This is an optimization exercise on Yosys and OpenROAD, whose aim is small area, a short achievable clock period and few clock cycles per item, not a production implementation.
For this run, only the layout was checked, not whether the RTL still works.
Power is estimated from default activity; no workload was simulated.

## flow/design.v

```verilog
module md5_core (
    input  wire         clk,
    input  wire         rst,       
    input  wire         init,
    input  wire         start,
    input  wire [511:0] block,
    output wire         ready,
    output reg          done,
    output wire [127:0] digest
);
    localparam [31:0] IV_A = 32'h67452301,
                      IV_B = 32'hefcdab89,
                      IV_C = 32'h98badcfe,
                      IV_D = 32'h10325476;
    localparam [31:0] K0   = 32'hd76aa478;
    reg         busy;      
    reg         setup;     
    reg         fin;       
    reg         pend;      
    reg  [6:0]  t;         
    reg  [511:0] m;
    reg  [31:0] b, c, d;
    reg  [31:0] pre, kx;
    reg  [31:0] h0, h1, h2, h3;
    reg  [3:0]  rnd;       
    reg  [4:0]  s;         
    wire last = busy && (t == 7'd64);
    wire s61  = busy && (t == 7'd62);
    wire s62  = busy && (t == 7'd63);
    assign ready = !busy || last;
    wire take_start = ready && start;
    wire take_init  = ready && init;
    wire [31:0] x [0:15];
    genvar gj;
    generate
        for (gj = 0; gj < 16; gj = gj + 1) begin : g_x
            assign x[gj] = {m[511-8*(4*gj+3) -: 8], m[511-8*(4*gj+2) -: 8],
                            m[511-8*(4*gj+1) -: 8], m[511-8*(4*gj)   -: 8]};
        end
    endgenerate
    reg [31:0] kx_k;
    reg [3:0]  kx_g;
    always @(*) begin
        case (t[5:0])
            6'd0: begin kx_k = 32'he8c7b756; kx_g = 4'd1; end
            6'd1: begin kx_k = 32'h242070db; kx_g = 4'd2; end
            6'd2: begin kx_k = 32'hc1bdceee; kx_g = 4'd3; end
            6'd3: begin kx_k = 32'hf57c0faf; kx_g = 4'd4; end
            6'd4: begin kx_k = 32'h4787c62a; kx_g = 4'd5; end
            6'd5: begin kx_k = 32'ha8304613; kx_g = 4'd6; end
            6'd6: begin kx_k = 32'hfd469501; kx_g = 4'd7; end
            6'd7: begin kx_k = 32'h698098d8; kx_g = 4'd8; end
            6'd8: begin kx_k = 32'h8b44f7af; kx_g = 4'd9; end
            6'd9: begin kx_k = 32'hffff5bb1; kx_g = 4'd10; end
            6'd10: begin kx_k = 32'h895cd7be; kx_g = 4'd11; end
            6'd11: begin kx_k = 32'h6b901122; kx_g = 4'd12; end
            6'd12: begin kx_k = 32'hfd987193; kx_g = 4'd13; end
            6'd13: begin kx_k = 32'ha679438e; kx_g = 4'd14; end
            6'd14: begin kx_k = 32'h49b40821; kx_g = 4'd15; end
            6'd15: begin kx_k = 32'hf61e2562; kx_g = 4'd1; end
            6'd16: begin kx_k = 32'hc040b340; kx_g = 4'd6; end
            6'd17: begin kx_k = 32'h265e5a51; kx_g = 4'd11; end
            6'd18: begin kx_k = 32'he9b6c7aa; kx_g = 4'd0; end
            6'd19: begin kx_k = 32'hd62f105d; kx_g = 4'd5; end
            6'd20: begin kx_k = 32'h02441453; kx_g = 4'd10; end
            6'd21: begin kx_k = 32'hd8a1e681; kx_g = 4'd15; end
            6'd22: begin kx_k = 32'he7d3fbc8; kx_g = 4'd4; end
            6'd23: begin kx_k = 32'h21e1cde6; kx_g = 4'd9; end
            6'd24: begin kx_k = 32'hc33707d6; kx_g = 4'd14; end
            6'd25: begin kx_k = 32'hf4d50d87; kx_g = 4'd3; end
            6'd26: begin kx_k = 32'h455a14ed; kx_g = 4'd8; end
            6'd27: begin kx_k = 32'ha9e3e905; kx_g = 4'd13; end
            6'd28: begin kx_k = 32'hfcefa3f8; kx_g = 4'd2; end
            6'd29: begin kx_k = 32'h676f02d9; kx_g = 4'd7; end
            6'd30: begin kx_k = 32'h8d2a4c8a; kx_g = 4'd12; end
            6'd31: begin kx_k = 32'hfffa3942; kx_g = 4'd5; end
            6'd32: begin kx_k = 32'h8771f681; kx_g = 4'd8; end
            6'd33: begin kx_k = 32'h6d9d6122; kx_g = 4'd11; end
            6'd34: begin kx_k = 32'hfde5380c; kx_g = 4'd14; end
            6'd35: begin kx_k = 32'ha4beea44; kx_g = 4'd1; end
            6'd36: begin kx_k = 32'h4bdecfa9; kx_g = 4'd4; end
            6'd37: begin kx_k = 32'hf6bb4b60; kx_g = 4'd7; end
            6'd38: begin kx_k = 32'hbebfbc70; kx_g = 4'd10; end
            6'd39: begin kx_k = 32'h289b7ec6; kx_g = 4'd13; end
            6'd40: begin kx_k = 32'heaa127fa; kx_g = 4'd0; end
            6'd41: begin kx_k = 32'hd4ef3085; kx_g = 4'd3; end
            6'd42: begin kx_k = 32'h04881d05; kx_g = 4'd6; end
            6'd43: begin kx_k = 32'hd9d4d039; kx_g = 4'd9; end
            6'd44: begin kx_k = 32'he6db99e5; kx_g = 4'd12; end
            6'd45: begin kx_k = 32'h1fa27cf8; kx_g = 4'd15; end
            6'd46: begin kx_k = 32'hc4ac5665; kx_g = 4'd2; end
            6'd47: begin kx_k = 32'hf4292244; kx_g = 4'd0; end
            6'd48: begin kx_k = 32'h432aff97; kx_g = 4'd7; end
            6'd49: begin kx_k = 32'hab9423a7; kx_g = 4'd14; end
            6'd50: begin kx_k = 32'hfc93a039; kx_g = 4'd5; end
            6'd51: begin kx_k = 32'h655b59c3; kx_g = 4'd12; end
            6'd52: begin kx_k = 32'h8f0ccc92; kx_g = 4'd3; end
            6'd53: begin kx_k = 32'hffeff47d; kx_g = 4'd10; end
            6'd54: begin kx_k = 32'h85845dd1; kx_g = 4'd1; end
            6'd55: begin kx_k = 32'h6fa87e4f; kx_g = 4'd8; end
            6'd56: begin kx_k = 32'hfe2ce6e0; kx_g = 4'd15; end
            6'd57: begin kx_k = 32'ha3014314; kx_g = 4'd6; end
            6'd58: begin kx_k = 32'h4e0811a1; kx_g = 4'd13; end
            6'd59: begin kx_k = 32'hf7537e82; kx_g = 4'd4; end
            6'd60: begin kx_k = 32'hbd3af235; kx_g = 4'd11; end
            6'd61: begin kx_k = 32'h2ad7d2bb; kx_g = 4'd2; end
            6'd62: begin kx_k = 32'heb86d391; kx_g = 4'd9; end
            default: begin kx_k = 32'h0; kx_g = 4'd0; end
        endcase
    end
    reg [3:0] ct_r;
    reg [4:0] ct_s;
    always @(*) begin
        case (t[5:0])
            6'd0: begin ct_r = 4'b0001; ct_s = 5'd7; end
            6'd1: begin ct_r = 4'b0001; ct_s = 5'd12; end
            6'd2: begin ct_r = 4'b0001; ct_s = 5'd17; end
            6'd3: begin ct_r = 4'b0001; ct_s = 5'd22; end
            6'd4: begin ct_r = 4'b0001; ct_s = 5'd7; end
            6'd5: begin ct_r = 4'b0001; ct_s = 5'd12; end
            6'd6: begin ct_r = 4'b0001; ct_s = 5'd17; end
            6'd7: begin ct_r = 4'b0001; ct_s = 5'd22; end
            6'd8: begin ct_r = 4'b0001; ct_s = 5'd7; end
            6'd9: begin ct_r = 4'b0001; ct_s = 5'd12; end
            6'd10: begin ct_r = 4'b0001; ct_s = 5'd17; end
            6'd11: begin ct_r = 4'b0001; ct_s = 5'd22; end
            6'd12: begin ct_r = 4'b0001; ct_s = 5'd7; end
            6'd13: begin ct_r = 4'b0001; ct_s = 5'd12; end
            6'd14: begin ct_r = 4'b0001; ct_s = 5'd17; end
            6'd15: begin ct_r = 4'b0001; ct_s = 5'd22; end
            6'd16: begin ct_r = 4'b0010; ct_s = 5'd5; end
            6'd17: begin ct_r = 4'b0010; ct_s = 5'd9; end
            6'd18: begin ct_r = 4'b0010; ct_s = 5'd14; end
            6'd19: begin ct_r = 4'b0010; ct_s = 5'd20; end
            6'd20: begin ct_r = 4'b0010; ct_s = 5'd5; end
            6'd21: begin ct_r = 4'b0010; ct_s = 5'd9; end
            6'd22: begin ct_r = 4'b0010; ct_s = 5'd14; end
            6'd23: begin ct_r = 4'b0010; ct_s = 5'd20; end
            6'd24: begin ct_r = 4'b0010; ct_s = 5'd5; end
            6'd25: begin ct_r = 4'b0010; ct_s = 5'd9; end
            6'd26: begin ct_r = 4'b0010; ct_s = 5'd14; end
            6'd27: begin ct_r = 4'b0010; ct_s = 5'd20; end
            6'd28: begin ct_r = 4'b0010; ct_s = 5'd5; end
            6'd29: begin ct_r = 4'b0010; ct_s = 5'd9; end
            6'd30: begin ct_r = 4'b0010; ct_s = 5'd14; end
            6'd31: begin ct_r = 4'b0010; ct_s = 5'd20; end
            6'd32: begin ct_r = 4'b0100; ct_s = 5'd4; end
            6'd33: begin ct_r = 4'b0100; ct_s = 5'd11; end
            6'd34: begin ct_r = 4'b0100; ct_s = 5'd16; end
            6'd35: begin ct_r = 4'b0100; ct_s = 5'd23; end
            6'd36: begin ct_r = 4'b0100; ct_s = 5'd4; end
            6'd37: begin ct_r = 4'b0100; ct_s = 5'd11; end
            6'd38: begin ct_r = 4'b0100; ct_s = 5'd16; end
            6'd39: begin ct_r = 4'b0100; ct_s = 5'd23; end
            6'd40: begin ct_r = 4'b0100; ct_s = 5'd4; end
            6'd41: begin ct_r = 4'b0100; ct_s = 5'd11; end
            6'd42: begin ct_r = 4'b0100; ct_s = 5'd16; end
            6'd43: begin ct_r = 4'b0100; ct_s = 5'd23; end
            6'd44: begin ct_r = 4'b0100; ct_s = 5'd4; end
            6'd45: begin ct_r = 4'b0100; ct_s = 5'd11; end
            6'd46: begin ct_r = 4'b0100; ct_s = 5'd16; end
            6'd47: begin ct_r = 4'b0100; ct_s = 5'd23; end
            6'd48: begin ct_r = 4'b1000; ct_s = 5'd6; end
            6'd49: begin ct_r = 4'b1000; ct_s = 5'd10; end
            6'd50: begin ct_r = 4'b1000; ct_s = 5'd15; end
            6'd51: begin ct_r = 4'b1000; ct_s = 5'd21; end
            6'd52: begin ct_r = 4'b1000; ct_s = 5'd6; end
            6'd53: begin ct_r = 4'b1000; ct_s = 5'd10; end
            6'd54: begin ct_r = 4'b1000; ct_s = 5'd15; end
            6'd55: begin ct_r = 4'b1000; ct_s = 5'd21; end
            6'd56: begin ct_r = 4'b1000; ct_s = 5'd6; end
            6'd57: begin ct_r = 4'b1000; ct_s = 5'd10; end
            6'd58: begin ct_r = 4'b1000; ct_s = 5'd15; end
            6'd59: begin ct_r = 4'b1000; ct_s = 5'd21; end
            6'd60: begin ct_r = 4'b1000; ct_s = 5'd6; end
            6'd61: begin ct_r = 4'b1000; ct_s = 5'd10; end
            6'd62: begin ct_r = 4'b1000; ct_s = 5'd15; end
            6'd63: begin ct_r = 4'b1000; ct_s = 5'd21; end
            default: begin ct_r = 4'b0001; ct_s = 5'd7; end
        endcase
    end
    wire [31:0] f = ({32{rnd[0]}} & ((b & c) | (~b & d)))
                  | ({32{rnd[1]}} & ((b & d) | (c & ~d)))
                  | ({32{rnd[2]}} & (b ^ c ^ d))
                  | ({32{rnd[3]}} & (c ^ (b | ~d)));
    wire [31:0] sum   = pre + f;
    wire [31:0] rot   = (sum << s) | (sum >> (6'd32 - {1'b0, s}));
    wire [31:0] b_new = b + rot;
    wire [31:0] hsel  = s61 ? h0 : s62 ? h3 : last ? h2 : h1;
    wire [31:0] hsum  = hsel + b;
    wire [31:0] a0 = pend ? IV_A : h0;
    wire [31:0] b0 = pend ? IV_B : (fin ? hsum : h1);
    wire [31:0] c0 = pend ? IV_C : h2;
    wire [31:0] d0 = pend ? IV_D : h3;
    wire [31:0] p1 = setup ? a0 : d;
    wire [31:0] p2 = setup ? K0 : kx;
    wire [31:0] p3 = setup ? x[0] : 32'd0;
    wire [31:0] cs_s = p1 ^ p2 ^ p3;
    wire [31:0] cs_c = (p1 & p2) | (p1 & p3) | (p2 & p3);
    wire [31:0] pre_next = cs_s + {cs_c[30:0], 1'b0};
    assign digest = {h0[7:0], h0[15:8], h0[23:16], h0[31:24],
                     h1[7:0], h1[15:8], h1[23:16], h1[31:24],
                     h2[7:0], h2[15:8], h2[23:16], h2[31:24],
                     h3[7:0], h3[15:8], h3[23:16], h3[31:24]};
    always @(posedge clk) begin
        if (take_start)
            m <= block;
        kx  <= kx_k + x[kx_g];
        pre <= pre_next;
        rnd <= ct_r;
        s   <= ct_s;
        if (setup) begin
            b <= b0;
            c <= c0;
            d <= d0;
        end else begin
            b <= b_new;
            c <= b;
            d <= c;
        end
    end
    always @(posedge clk) begin
        if (rst) begin
            busy  <= 1'b0;
            setup <= 1'b0;
            fin   <= 1'b0;
            pend  <= 1'b0;
            done  <= 1'b0;
            t     <= 7'd0;
            h0    <= IV_A;
            h1    <= IV_B;
            h2    <= IV_C;
            h3    <= IV_D;
        end else begin
            fin  <= last;
            done <= fin;
            if (take_start) begin
                busy  <= 1'b1;
                setup <= 1'b1;
                t     <= 7'd0;
            end else begin
                setup <= 1'b0;
                if (last)
                    busy <= 1'b0;
                if (busy)
                    t <= t + 7'd1;
            end
            if (s61)  h0 <= hsum;
            if (s62)  h3 <= hsum;
            if (last) h2 <= hsum;
            if (fin)  h1 <= hsum;
            if (take_init) begin
                if (last || fin) begin
                    pend <= 1'b1;
                end else begin
                    h0 <= IV_A;
                    h1 <= IV_B;
                    h2 <= IV_C;
                    h3 <= IV_D;
                end
            end
            if (done && pend) begin
                pend <= 1'b0;
                h0   <= IV_A;
                h1   <= IV_B;
                h2   <= IV_C;
                h3   <= IV_D;
            end
        end
    end
endmodule
```

## flow/run.sh

```bash
#!/bin/bash
# synth_recipe.tcl (not shown) runs the flow's synth.tcl, then flattens the netlist and writes it again
# the make line also repeats each setting of config.mk as NAME=value (left out here)
make -C /OpenROAD-flow-scripts/flow DESIGN_CONFIG=/design/flow/config.mk WORK_HOME=/design/flow/orfs CLKGATE_MAP_FILE= SYNTH_SCRIPT=/design/flow/synth_recipe.tcl finish
```

## flow/config.mk

```make
export PLATFORM = sky130hd
export DESIGN_NAME = md5_core
export DESIGN_NICKNAME = md5_core
export VERILOG_FILES = /design/flow/design.v
export SDC_FILE = /design/flow/constraint.sdc
export NUM_CORES = 4
export LEC_CHECK = 0
export CAP_MARGIN = 20
export CORE_MARGIN = 2
export CORE_UTILIZATION = 40
export SLEW_MARGIN = 20
```

## flow/constraint.sdc

```tcl
create_clock -name core_clock -period 12.0 [get_ports {clk}]
set_input_delay 2.4000 -clock core_clock [delete_from_list [all_inputs] [get_ports {clk}]]
set_output_delay 2.4000 -clock core_clock [all_outputs]
set_load 0.01 [all_outputs]
```

==> metrics.md <==
| Metric | Value |
|---|---|
| Period utilisation layout | `77.0%` |
| Total congestion overflow | `0` |
| First-pass GRT wire length | `294000 um` |
| H-tree depth | `3` |
| Area leader, netlist | `edfxtp_1` |
| Worst VDD drop | `~0.00023 V` |
| Vias in the first global route | `40500` |
| P_int | `9.43 mW` |
| Met1 usage | `~43%` |
| Initial Util | `40.4%` |
| Fmax | `about 110 MHz` |
| Gr busiest metal | `met2` |
| CTS Hold Bufs | `0` |
| Most instantiated cells after synthesis | `588 x nand2_1, 512 x edfxtp_1, 438 x a21oi_1` |
| Cells after synthesis | `4981` |
| Lkg Pwr | `between 20 and 25 nW` |
| PwrDens | `297 nW/um^2` |
| CP Capture Type | `flop` |
| Nets | `6217` |
| Ys async rst share | `0%` |
| Clock sink count | `857` |
| Combinational share of power | `60.1%` |
| Worst-path cell with the longest stage delay | `dfxtp_2` |
| Status | `finished clean` |
| DRT iter0 DRCs | `5131` |
| # port buffers | `645` |
| Switching share of power | `a little under half` |
| Relative slew slack | `26.3%` |
| Max-cap violations | `0` |
| Synth top area cells | `edfxtp_1 32%, dfxtp_1 14%, ha_1 5.3%` |
| Cell with the most instances after synthesis | `nand2_1` |
| Netlist Area Pre-Place | `~48000 sq um` |
| Final Cell Area | `approximately 59000 sq um` |
| Seq pwr share | `a little under a quarter` |
| Most frequent CP cell | `o21ai_0` |
| GRT met2 Usage | `55.3%` |
| Fin. max-slew vios | `0` |
| GPL Wtd Cong | `roughly 0.96` |
| Row count | `around 130` |
| WP buf/inv | `2` |
| Post-synth EDFFs | `512` |
| Minimum clock period | `~9000 ps` |
| Initial antenna violation count | `46` |
| Synth-to-layout area growth | `23.7%` |
| Vias per cell | `6.05` |
| Ys flop type | `edfxtp_1` |
| First drt pass iteration count | `8` |
| Worst-Skew Late Latency | `750 ps` |
| Share of post-route cells with drive strength above 1 | `6.66%` |
| Synth cell types | `106` |
| Worst EP required | `12600 ps` |
| Setup WS pre-CTS | `approximately 2500 ps` |
| Element type at the critical path start | `flop` |
| Synthesized net count | `5719` |
| Width of the die | `349 um` |
| Gr usage total | `33.1%` |
| Post-synthesis sequential area ratio | `between 40% and 50%` |
| Worst path top cell family by delay | `compound AO/OA/AOI/OAI gates` |
| # IOs | `646` |
| Layout Skew | `between 70 and 80 ps` |
| Clock network power share | `17.0%` |
| Sw power | `slightly above 8 mW` |
| Hpwl dp | `between 150000 and 200000 um` |
| # fillers | `10900` |
| CTS resizes | `0` |
| Core Region | `approximately 120000 sq um` |
| Syn_area_per_cell | `9.58 sq um` |
| DIE AREA | `122000 sq um` |
| Synth Register Bits | `~860` |
| Post-detailed-routing wire length | `~210000 um` |
| Post-CTS Setup Bufs | `0` |
| CTS tree | `built` |
| Drt wl/cell | `29.3 um` |
| Worst Hold Class | `reg -> reg` |
| CP max FO | `32` |
| Vias | `43100` |
| M3 GR Usage | `around 5.8%` |
| CTS max path bufs | `3` |
| Root Buffer | `clkbuf_16` |
| TritonCTS Buffers | `95` |
| Setup TNS | `0 ps` |
| Area of the multi-input gates | `23900 sq um` |
| RSZ-0062 raised after global routing | `no` |
| Least-Margin Pin Slew | `around 1100 ps` |
| Max incr delay on CP | `720 ps` |
| FF+latch area | `roughly 22000 sq um` |
| DRC viols | `0` |
| Design Power | `17.5 mW` |
| Critical Path AT | `9840 ps` |
| Largest net degree at the start of global routing | `182` |
| Antenna viol nets, final | `0` |
| Chip Height | `349 um` |
| Final Worst Setup Slack | `2750 ps` |
| Top-area cell type share of the netlist area | `32.2%` |
| Yosys warns | `1` |
| Endpoints failing hold | `0` |
| DP Area | `55700 sq um` |
| Setup CP Type | `reg -> reg` |
| Clock transition at the registers of the reported paths | `60 ps` |
| Final Setup Violations | `0` |
## per-layer routing
layer  vias to the layer above  routed length [um]
met4                        16                7660
li1                      19600                   -
met2                      2066              101000
met5                         -                 102
met1                     21100               84100
met3                       342               16100
## final cells by class
| cell class | count | area share (%) |
|---|---|---|
| Multi-Input combinational cell | 3667 | 40.5 |
| Sequential cell | 857 | 37.8 |
| Timing Repair Buffer | 741 | 12.2 |
| Clock buffer | 132 | 4.45 |
| Tap cell | 1536 | 3.26 |
| Clock inverter | 39 | 0.903 |
| Inverter | 117 | 0.751 |
| Antenna cell | 35 | 0.148 |
## placed cells by master (no fill, tap or decap), types with 95 or more instances in the layout
cell type / netlist / layout
edfxtp_1: 512 / 512
ha_1: 202 / 202
clkdlybuf4s50_1: 0 / 645
dfxtp_1: 345 / 339
nand2_1: 588 / 586
nand3_1: 107 / 106
a21oi_1: 438 / 438
mux2i_1: 97 / 97
clkbuf_16: 0 / 95
xnor2_1: 172 / 169
nor2_1: 334 / 323
a22oi_1: 205 / 205
inv_1: 113 / 111
o21ai_0: 341 / 340
## power by group through the flow
stage,Sequential (mW),Clock (mW),Combinational (mW)
6_report,4.01,2.98,10.5
5_1_grt,4.05,3.12,11.4
4_1_cts,4.01,3.00,10.3
3_5_place_dp,4.07,0,10.3
3_3_place_gp,4.06,0,10.2
2_1_floorplan,3.86,0,7.49
## registers in the layout, indices dropped and copies added, names as in the netlist, 4 cells and up
register and count:
kx_k 32, rnd 4, t 7, kx 32, b 32, d 32, h1 32, s 5
h2 32, m 512, c 32, pre 32, h3 32, kx_g 4, h0 32
## cells by family (layout without fill, tap and decap cells)
kind of cell               count (synthesis)  after routing  synth area share [%]
and+or+nand+nor                         1416           1416                  13.4
other                                      0             35                     0
DFF                                      857            857                  46.7
AOI/OAI and AO/OA                       1670           1670                  22.9
adders and majority gates                222            222                  6.14
buffers and inverters                    457           1029                  3.64
xor gates and xnor gates                 230            230                  4.25
muxes                                    129            129                  2.98
## path summary, 6_finish.rpt
check        startpoint     to  slack (ps)  depth (start not counted)
max              rnd[1]  b[30]        2750                         32
min             kx_k[0]  kx[0]         490                          1
max reg2reg      rnd[1]  b[30]        2750                         32
min reg2reg     kx_k[0]  kx[0]         490                          1
## metrics by stage
step,cells,util [%],hold slack [ps]
finish,7124,49.9,486
global route,7119,49.9,493
CTS,7088,49.8,493
detailed placement,6917,47.1,475
global placement,6917,47.1,492
floorplan,4981,-,432

## afterwards: timing with drivers on the ports
In the flow no input, the clock included, has a driving cell. The finished layout below was timed again as built, in two steps. Step 1 assumes that a clkbuf_16 drives the clock port and a buf_2 every other input. Step 2 times the ports against the registers' clock, not the clock port: input delays grow and output delays shrink by t, the midpoint of the rising clock arrivals with the driver on. Three values: ideal, step 1, step 2; two values: the first two.
shift t [ns]: 0.789
slack for setup (ns): 2.754 / 2.754 / 2.754
worst setup path at the end: register to register
cell pins on the clock port's net: 1
After both steps setup and hold are still met in this run. The setup slack of this run moves by 0.000 ns with the drivers and by 0.000 ns with both steps.
